Background: an optimization exercise with open tools, aiming at small area, a short achievable clock period and few clock cycles per item. Do not read the settings as production practice. Function was checked by simulation only, so behaviour that the tests miss may differ from the original. Power and IR drop assume default switching activity.

Setup of old:
==> flow/design.v <==
module frame_decoder #(
    parameter MAX_LEN = 64
) (
    input  wire       clk,
    input  wire       rst,
    input  wire       rx_valid,
    output wire       rx_ready,
    input  wire [7:0] rx_data,
    output reg        out_valid,
    input  wire       out_ready,
    output reg  [7:0] out_data,
    output reg  [1:0] out_status,
    output reg        out_last
);
    localparam MAX_SPAN = MAX_LEN + 3;   
    localparam P        = MAX_LEN - 1;   
    localparam R        = P + 2;         
    localparam QD       = 8;             
    localparam ST_OK      = 2'd0;
    localparam ST_BAD     = 2'd1;
    localparam ST_BAD_CRC = 2'd2;
    function [15:0] crc_step(input [15:0] c, input [7:0] b);
        reg [7:0] x;
        begin
            x = c[15:8] ^ b;
            x = x ^ (x >> 4);
            crc_step = (c << 8) ^ ({8'd0, x} << 12) ^ ({8'd0, x} << 5) ^ {8'd0, x};
        end
    endfunction
    reg        rdy;        
    reg        h0;         
    reg [7:0]  d0;
    reg        z0;         
    reg        w_ok;       
    reg        q_ok;       
    reg        hunt;
    reg [6:0]  slen;       
    reg        s0;         
    reg        sf;         
    reg [6:0]  cnt;        
    reg        c0;         
    reg [5:0]  nt;         
    reg [7:0]  u_new;      
    reg [7:0]  u_old;      
    reg [15:0] crc;        
    reg        in_dp;      
    reg [8:0]  ring [0:R-1];   
    reg [6:0]  wl;         
    reg        wl_last;    
    reg [6:0]  rl;         
    reg        rl0;        
    reg        l0;         
    reg        lfull;      
    reg        ldir;       
    reg [QD-1:0] q;        
    reg [3:0]    qn;       
    reg          q_ne;     
    reg        hv;         
    reg [7:0]  hd;
    reg        bv;         
    reg [7:0]  bd;
    reg [1:0]  bs;
    reg        bl;
    assign rx_ready = rdy;
    wire       go      = h0 & w_ok & q_ok;
    wire       enter   = go & hunt & z0;
    wire       acc     = go & ~hunt;
    wire       take    = acc & ~z0 & ~sf;
    wire       emit    = take & ~(c0 & s0);
    wire [7:0] e       = c0 ? 8'h00 : d0;
    wire       dwr     = emit & nt[1];
    wire       close   = acc & z0 & ~s0;
    wire       over    = acc & ~z0 & sf;
    wire       bad     = ~c0 | ~nt[5];
    wire       crc_ok  = (crc == {u_new, u_old});
    wire [1:0] verdict = (over | bad) ? ST_BAD : crc_ok ? ST_OK : ST_BAD_CRC;
    wire       mark    = close | over;
    wire       wr      = w_ok & (dwr | mark | ~in_dp);
    wire [8:0] wdata   = dwr  ? {1'b1, u_old} :
                         mark ? {1'b0, 5'd0, 1'b1, verdict} : 9'd0;
    wire [8:0] s       = ring[P];
    wire       s_byte  = s[8];
    wire       s_mark  = ~s[8] & s[2];
    wire       s_fill  = ~s[8] & ~s[2];
    wire       room    = ~bv;      
    wire       r_at    = rl0 & ~l0;
    wire       c_byte  = s_byte & (~hv | (q_ne & (~q[0] | room)));
    wire       c_mark  = s_mark & q_ne & room;
    wire       rd      = r_at & (s_fill | c_byte | c_mark);
    wire       emit_h  = r_at & s_byte & hv & q_ne & q[0] & room;
    wire       emit_m  = r_at & c_mark;
    wire       push    = emit_h | emit_m;
    wire [1:0] p_st    = emit_m ? s[1:0] : ST_OK;
    wire       pop     = out_valid & out_ready;
    integer k;
    always @(posedge clk) begin
        ring[0] <= wr ? wdata : ring[R-1];
        for (k = 1; k < R; k = k + 1) ring[k] <= ring[k-1];
    end
    wire       up      = wr & ~rd;
    wire       dn      = ~wr & rd;
    wire [6:0] wl_i    = wl_last ? 7'd0 : wl + 1'b1;
    wire       lz_n    = up ? (rl == 7'd0) : dn ? (wl == R - 2) : (l0 | lfull);
    wire       ldir_n  = up | (ldir & ~dn);
    wire       full_n  = lz_n & ldir_n;
    wire       l0_n    = lz_n & ~ldir_n;
    wire       w_ok_n  = (wr | wl_last) & ~full_n;
    wire       okb     = (verdict == ST_OK);
    wire [3:0] qn_p    = qn + 1'b1;
    wire [3:0] qn_m    = qn - 1'b1;
    wire [3:0] qn_n    = (mark & ~emit_m) ? qn_p : (~mark & emit_m) ? qn_m : qn;
    wire       q_ne_n  = mark | (qn > 4'd1) | ((qn == 4'd1) & ~emit_m);
    wire       q_ok_n  = (qn < QD - 1);      
    wire       h0_n    = rdy ? rx_valid : h0;
    integer j;
    always @(posedge clk) begin
        if (rst) begin
            rdy   <= 1'b1;
            h0    <= 1'b0;
            w_ok  <= 1'b1;
            q_ok  <= 1'b1;
            hunt  <= 1'b1;
            slen  <= 7'd0;
            s0    <= 1'b1;
            sf    <= 1'b0;
            cnt   <= 7'd0;
            c0    <= 1'b1;
            nt    <= 6'd0;
            crc   <= 16'hFFFF;
            in_dp <= 1'b0;
            wl    <= 7'd0;
            wl_last <= 1'b0;
            rl    <= R - P - 1;
            rl0   <= 1'b0;
            l0    <= 1'b1;
            lfull <= 1'b0;
            ldir  <= 1'b0;
            qn    <= 4'd0;
            q_ne  <= 1'b0;
            hv    <= 1'b0;
            bv    <= 1'b0;
            out_valid <= 1'b0;
        end else begin
            rdy <= ~h0_n | (w_ok_n & q_ok_n);
            h0  <= h0_n;
            if (rdy) begin
                d0 <= rx_data;
                z0 <= (rx_data == 8'h00);
            end
            if (enter) begin
                hunt <= 1'b0;
                slen <= 7'd0;
                s0   <= 1'b1;
                sf   <= 1'b0;
                cnt  <= 7'd0;
                c0   <= 1'b1;
                nt   <= 6'd0;
                crc  <= 16'hFFFF;
            end
            if (mark) hunt <= 1'b1;
            if (take) begin
                slen <= slen + 1'b1;
                s0   <= 1'b0;
                sf   <= (slen == MAX_SPAN - 1);
                if (c0) begin
                    cnt <= d0[7] ? 7'h7F : (d0[6:0] - 1'b1);
                    c0  <= (d0 == 8'h01);
                end else begin
                    cnt <= cnt - 1'b1;
                    c0  <= (cnt == 7'd1);
                end
            end
            if (emit) begin
                if (nt[1]) crc <= crc_step(crc, u_old);
                u_old <= u_new;
                u_new <= e;
                nt    <= {nt[4:0], 1'b1};
            end
            if (dwr)  in_dp <= 1'b1;
            if (mark) in_dp <= 1'b0;
            wl      <= wr ? 7'd0 : wl_i;
            wl_last <= ~wr & (wl == R - 2);
            l0      <= l0_n;
            lfull   <= full_n;
            ldir    <= ldir_n;
            w_ok    <= w_ok_n;
            for (j = 0; j < QD; j = j + 1) begin
                if (mark && (emit_m ? (qn == j + 1) : (qn == j)))
                    q[j] <= okb;
                else if (emit_m)
                    q[j] <= (j == QD - 1) ? 1'b0 : q[j+1];
            end
            qn   <= qn_n;
            q_ne <= q_ne_n;
            q_ok <= q_ok_n;
            rl  <= rd ? 7'd0 : (rl == R - 1) ? 7'd0 : rl + 1'b1;
            rl0 <= rd | (rl == R - 1);
            if (rd & s_byte) begin
                hv <= 1'b1;
                hd <= s[7:0];
            end
            if (emit_m) hv <= 1'b0;
            if (~out_valid | pop) begin
                if (bv) begin
                    out_valid  <= 1'b1;
                    out_data   <= bd;
                    out_status <= bs;
                    out_last   <= bl;
                    bv         <= push;
                end else begin
                    out_valid  <= push;
                    out_data   <= hd;
                    out_status <= p_st;
                    out_last   <= emit_m;
                end
            end else if (push) begin
                bv <= 1'b1;
            end
            if (push) begin
                bd <= hd;
                bs <= p_st;
                bl <= emit_m;
            end
        end
    end
endmodule
clock: 6.0 ns
lec_check: 0
abc_clock_period_in_ps: 2300
cap_margin: 20
core_margin: 2
core_utilization: 60
cts_cluster_diameter: 70
cts_cluster_size: 26
place_density: 0.75
setup_slack_margin: 3.7
slew_margin: 20
run.sh (not shown) runs the stock make flow with config.mk's settings and CLKGATE_MAP_FILE= SYNTH_SCRIPT=/design/flow/synth_recipe.tcl, a recipe that flattens the netlist after the stock synthesis.
Testbench counts of old, summed over its fixed seeds: cycles 46,880, frames 1,200.
## Diff of input files: new against old
-- flow/design.v --
<<< old, line 29
    endfunction
    reg        rdy;        
    reg        h0;         
    reg [7:0]  d0;
    reg        z0;         
    reg        w_ok;       
    reg        q_ok;       
>>> new, line 29
    endfunction
    reg        rdy;        
    reg        w_ok;       
    reg        q_ok;       
<<< old, line 63
    reg        bl;
    assign rx_ready = rdy;
    wire       go      = h0 & w_ok & q_ok;
    wire       enter   = go & hunt & z0;
    wire       acc     = go & ~hunt;
    wire       take    = acc & ~z0 & ~sf;
    wire       emit    = take & ~(c0 & s0);
    wire [7:0] e       = c0 ? 8'h00 : d0;
    wire       dwr     = emit & nt[1];
    wire       close   = acc & z0 & ~s0;
>>> new, line 60
    reg        bl;
    assign rx_ready = rdy;
    wire       go      = rx_valid & rdy;
    wire       z0      = (rx_data == 8'h00);
    wire       enter   = go & hunt & z0;
    wire       acc     = go & ~hunt;
    wire       take    = acc & ~z0 & ~sf;
    wire       emit    = take & ~(c0 & s0);
    wire [7:0] e       = c0 ? 8'h00 : rx_data;
    wire       dwr     = emit & nt[1];
    wire       close   = acc & z0 & ~s0;
<<< old, line 112
    wire       q_ne_n  = mark | (qn > 4'd1) | ((qn == 4'd1) & ~emit_m);
    wire       q_ok_n  = (qn < QD - 1);      
    wire       h0_n    = rdy ? rx_valid : h0;
    integer j;
    always @(posedge clk) begin
        if (rst) begin
            rdy   <= 1'b1;
            h0    <= 1'b0;
            w_ok  <= 1'b1;
            q_ok  <= 1'b1;
>>> new, line 110
    wire       q_ne_n  = mark | (qn > 4'd1) | ((qn == 4'd1) & ~emit_m);
    wire       q_ok_n  = (qn < QD - 1);      
    integer j;
    always @(posedge clk) begin
        if (rst) begin
            rdy   <= 1'b1;
            w_ok  <= 1'b1;
            q_ok  <= 1'b1;
<<< old, line 142
            out_valid <= 1'b0;
        end else begin
            rdy <= ~h0_n | (w_ok_n & q_ok_n);
            h0  <= h0_n;
            if (rdy) begin
                d0 <= rx_data;
                z0 <= (rx_data == 8'h00);
            end
            if (enter) begin
                hunt <= 1'b0;
>>> new, line 138
            out_valid <= 1'b0;
        end else begin
            rdy <= w_ok_n & q_ok_n;
            if (enter) begin
                hunt <= 1'b0;
<<< old, line 164
                sf   <= (slen == MAX_SPAN - 1);
                if (c0) begin
                    cnt <= d0[7] ? 7'h7F : (d0[6:0] - 1'b1);
                    c0  <= (d0 == 8'h01);
                end else begin
                    cnt <= cnt - 1'b1;
>>> new, line 155
                sf   <= (slen == MAX_SPAN - 1);
                if (c0) begin
                    cnt <= rx_data[7] ? 7'h7F : (rx_data[6:0] - 1'b1);
                    c0  <= (rx_data == 8'h01);
                end else begin
                    cnt <= cnt - 1'b1;
new vs. old: inverter count decreased about 20%; static leakage power rose about 7%; utilization went up 5.9 points.
Diff old -> new: met2 wirelength from detailed routing higher; power fell 0.67%.
Global placement routability congestion: new vs old down 0.0042
Testbench counts of new, summed over its fixed seeds: cycles 46,872, frames 1,200.

* * *

RTL: the design.v shown in full above, as it stands there.
export LEC_CHECK = 0
export ABC_CLOCK_PERIOD_IN_PS = 2300
export CAP_MARGIN = 20
export CORE_MARGIN = 2
export CORE_UTILIZATION = 40
export CTS_CLUSTER_DIAMETER = 70
export CTS_CLUSTER_SIZE = 26
export PLACE_DENSITY = 0.6
export SETUP_SLACK_MARGIN = 3.7
export SLEW_MARGIN = 20
create_clock -name core_clock -period 6.0 [get_ports {clk}]
Testbench counts at the start, summed over its fixed seeds: cycles 46,880, frames 1,200.
Then changed:
--- a/flow/design.v
+++ b/flow/design.v
@@ -58,8 +58,4 @@
     reg        hv;         
     reg [7:0]  hd;
-    reg        bv;         
-    reg [7:0]  bd;
-    reg [1:0]  bs;
-    reg        bl;
     assign rx_ready = rdy;
     wire       go      = h0 & w_ok & q_ok;
@@ -83,5 +79,5 @@
     wire       s_mark  = ~s[8] & s[2];
     wire       s_fill  = ~s[8] & ~s[2];
-    wire       room    = ~bv;      
+    wire       room    = ~out_valid | out_ready;
     wire       r_at    = rl0 & ~l0;
     wire       c_byte  = s_byte & (~hv | (q_ne & (~q[0] | room)));
@@ -90,7 +86,4 @@
     wire       emit_h  = r_at & s_byte & hv & q_ne & q[0] & room;
     wire       emit_m  = r_at & c_mark;
-    wire       push    = emit_h | emit_m;
-    wire [1:0] p_st    = emit_m ? s[1:0] : ST_OK;
-    wire       pop     = out_valid & out_ready;
     integer k;
     always @(posedge clk) begin
@@ -139,5 +132,4 @@
             q_ne  <= 1'b0;
             hv    <= 1'b0;
-            bv    <= 1'b0;
             out_valid <= 1'b0;
         end else begin
@@ -201,24 +193,9 @@
             end
             if (emit_m) hv <= 1'b0;
-            if (~out_valid | pop) begin
-                if (bv) begin
-                    out_valid  <= 1'b1;
-                    out_data   <= bd;
-                    out_status <= bs;
-                    out_last   <= bl;
-                    bv         <= push;
-                end else begin
-                    out_valid  <= push;
-                    out_data   <= hd;
-                    out_status <= p_st;
-                    out_last   <= emit_m;
-                end
-            end else if (push) begin
-                bv <= 1'b1;
-            end
-            if (push) begin
-                bd <= hd;
-                bs <= p_st;
-                bl <= emit_m;
+            if (room) begin
+                out_valid  <= emit_h | emit_m;
+                out_data   <= hd;
+                out_status <= emit_m ? s[1:0] : ST_OK;
+                out_last   <= emit_m;
             end
         end
First-iteration DRC count shrinks by 5.0%.
Sequential power is lower by about 2%.
Register-to-register slack gets worse by 0.11 ns.
Combinational power is lower by 41%.
Via count came out lower by 3.5%.
Testbench counts after the change, summed over its fixed seeds: cycles 46,880, frames 1,200.

* * *

// frame_decoder: RTL as listed in full above, without the edits since
==> flow/config.mk <==
export PLATFORM = sky130hd
export DESIGN_NAME = frame_decoder
export DESIGN_NICKNAME = frame_decoder
export VERILOG_FILES = /design/flow/design.v
export SDC_FILE = /design/flow/constraint.sdc
export NUM_CORES = 4
export LEC_CHECK = 0
export ABC_CLOCK_PERIOD_IN_PS = 2300
export CAP_MARGIN = 20
export CORE_MARGIN = 2
export CORE_UTILIZATION = 40
export PLACE_DENSITY = 0.6
export SETUP_SLACK_MARGIN = 3.7
export SLEW_MARGIN = 20
==> flow/constraint.sdc <==
create_clock -name core_clock -period 6.0 [get_ports {clk}]
set_input_delay 1.2000 -clock core_clock [delete_from_list [all_inputs] [get_ports {clk}]]
set_output_delay 1.2000 -clock core_clock [all_outputs]
set_load 0.01 [all_outputs]
Testbench counts at the start, summed over its fixed seeds: cycles 46,880, frames 1,200.
Edit:
--- a/flow/design.v
+++ b/flow/design.v
@@ -31,6 +31,7 @@
     reg        h0;         
     reg [7:0]  d0;
     reg        z0;         
+    reg        o0;         
     reg        w_ok;       
     reg        q_ok;       
     reg        hunt;
@@ -49,9 +50,8 @@
     reg        wl_last;    
     reg [6:0]  rl;         
     reg        rl0;        
+    reg [6:0]  live;       
     reg        l0;         
-    reg        lfull;      
-    reg        ldir;       
     reg [QD-1:0] q;        
     reg [3:0]    qn;       
     reg          q_ne;     
@@ -99,18 +99,12 @@
     end
     wire       up      = wr & ~rd;
     wire       dn      = ~wr & rd;
-    wire [6:0] wl_i    = wl_last ? 7'd0 : wl + 1'b1;
-    wire       lz_n    = up ? (rl == 7'd0) : dn ? (wl == R - 2) : (l0 | lfull);
-    wire       ldir_n  = up | (ldir & ~dn);
-    wire       full_n  = lz_n & ldir_n;
-    wire       l0_n    = lz_n & ~ldir_n;
+    wire       full_n  = up ? (live == R - 1) : dn ? 1'b0 : (live == R);
+    wire       l0_n    = up ? 1'b0 : dn ? (live == 7'd1) : l0;
     wire       w_ok_n  = (wr | wl_last) & ~full_n;
     wire       okb     = (verdict == ST_OK);
-    wire [3:0] qn_p    = qn + 1'b1;
-    wire [3:0] qn_m    = qn - 1'b1;
-    wire [3:0] qn_n    = (mark & ~emit_m) ? qn_p : (~mark & emit_m) ? qn_m : qn;
-    wire       q_ne_n  = mark | (qn > 4'd1) | ((qn == 4'd1) & ~emit_m);
-    wire       q_ok_n  = (qn < QD - 1);      
+    wire [3:0] qn_n    = qn + {3'd0, mark} - {3'd0, emit_m};
+    wire       q_ok_n  = (qn_n != QD);
     wire       h0_n    = rdy ? rx_valid : h0;
     integer j;
     always @(posedge clk) begin
@@ -132,9 +126,8 @@
             wl_last <= 1'b0;
             rl    <= R - P - 1;
             rl0   <= 1'b0;
+            live  <= 7'd0;
             l0    <= 1'b1;
-            lfull <= 1'b0;
-            ldir  <= 1'b0;
             qn    <= 4'd0;
             q_ne  <= 1'b0;
             hv    <= 1'b0;
@@ -146,6 +139,7 @@
             if (rdy) begin
                 d0 <= rx_data;
                 z0 <= (rx_data == 8'h00);
+                o0 <= (rx_data == 8'h01);
             end
             if (enter) begin
                 hunt <= 1'b0;
@@ -164,7 +158,7 @@
                 sf   <= (slen == MAX_SPAN - 1);
                 if (c0) begin
                     cnt <= d0[7] ? 7'h7F : (d0[6:0] - 1'b1);
-                    c0  <= (d0 == 8'h01);
+                    c0  <= o0;
                 end else begin
                     cnt <= cnt - 1'b1;
                     c0  <= (cnt == 7'd1);
@@ -178,20 +172,19 @@
             end
             if (dwr)  in_dp <= 1'b1;
             if (mark) in_dp <= 1'b0;
-            wl      <= wr ? 7'd0 : wl_i;
+            wl      <= wr ? 7'd0 : wl_last ? 7'd0 : wl + 1'b1;
             wl_last <= ~wr & (wl == R - 2);
+            live    <= live + {6'd0, wr} - {6'd0, rd};
             l0      <= l0_n;
-            lfull   <= full_n;
-            ldir    <= ldir_n;
             w_ok    <= w_ok_n;
             for (j = 0; j < QD; j = j + 1) begin
-                if (mark && (emit_m ? (qn == j + 1) : (qn == j)))
+                if (mark && (qn - {3'd0, emit_m}) == j)
                     q[j] <= okb;
                 else if (emit_m)
                     q[j] <= (j == QD - 1) ? 1'b0 : q[j+1];
             end
             qn   <= qn_n;
-            q_ne <= q_ne_n;
+            q_ne <= (qn_n != 4'd0);
             q_ok <= q_ok_n;
             rl  <= rd ? 7'd0 : (rl == R - 1) ? 7'd0 : rl + 1'b1;
             rl0 <= rd | (rl == R - 1);
The changed run passed the timing, DRC and antenna checks.
Combinational power rises to 2.9 times its value.
Sequential power rises by about 1%.
Fmax falls by about 10%.
Cell area rises by about 5%.
Sequential cell count rises by 6.
Routed wire length rises by 6.4%.
Global-route usage rises by 0.38 points.
Final cell count rises by 3.9%.
Non-clock buffer count rises by 27.
Testbench counts after the change, summed over its fixed seeds: cycles 46,880, frames 1,200.

==> re-timing with driven ports <==
The flow's constraints put no driver on any port. The routed layouts listed below were extracted and timed again, unchanged, in two steps.
Step 1 sets driving cells, clkbuf_16 on the clock port and buf_2 on the other inputs (assumed; they add their load-dependent delay and slew).
Step 2 times the ports against the registers' clock, not the clock port: input delays grow and output delays shrink by t, the midpoint of the rising clock arrivals with the driver on.
Slacks: ideal / step 1 / step 2; pairs: ideal / step 1.
| run | t (ns) | setup WS [ns] | worst setup path after step 2 |
|---|---|---|---|
| old | 0.575 | 3.713 / 3.667 / 3.252 | input to register |
| new | 0.574 | 3.121 / 3.104 / 2.530 | input to register |
| the first run of note 2 | 0.597 | 3.710 / 3.660 / 3.359 | input to register |
| the second run of note 2 | 0.595 | 3.588 / 3.538 / 3.043 | input to register |
| the first run of note 3 | 0.615 | 3.706 / 3.654 / 3.374 | input to register |
| the second run of note 3 | 0.623 | 3.457 / 3.457 / 3.213 | input to register |
After both steps setup and hold are still met in every run listed. The setup slack of new, which loses most, moves by -0.017 ns with the drivers and by -0.591 ns with both steps.
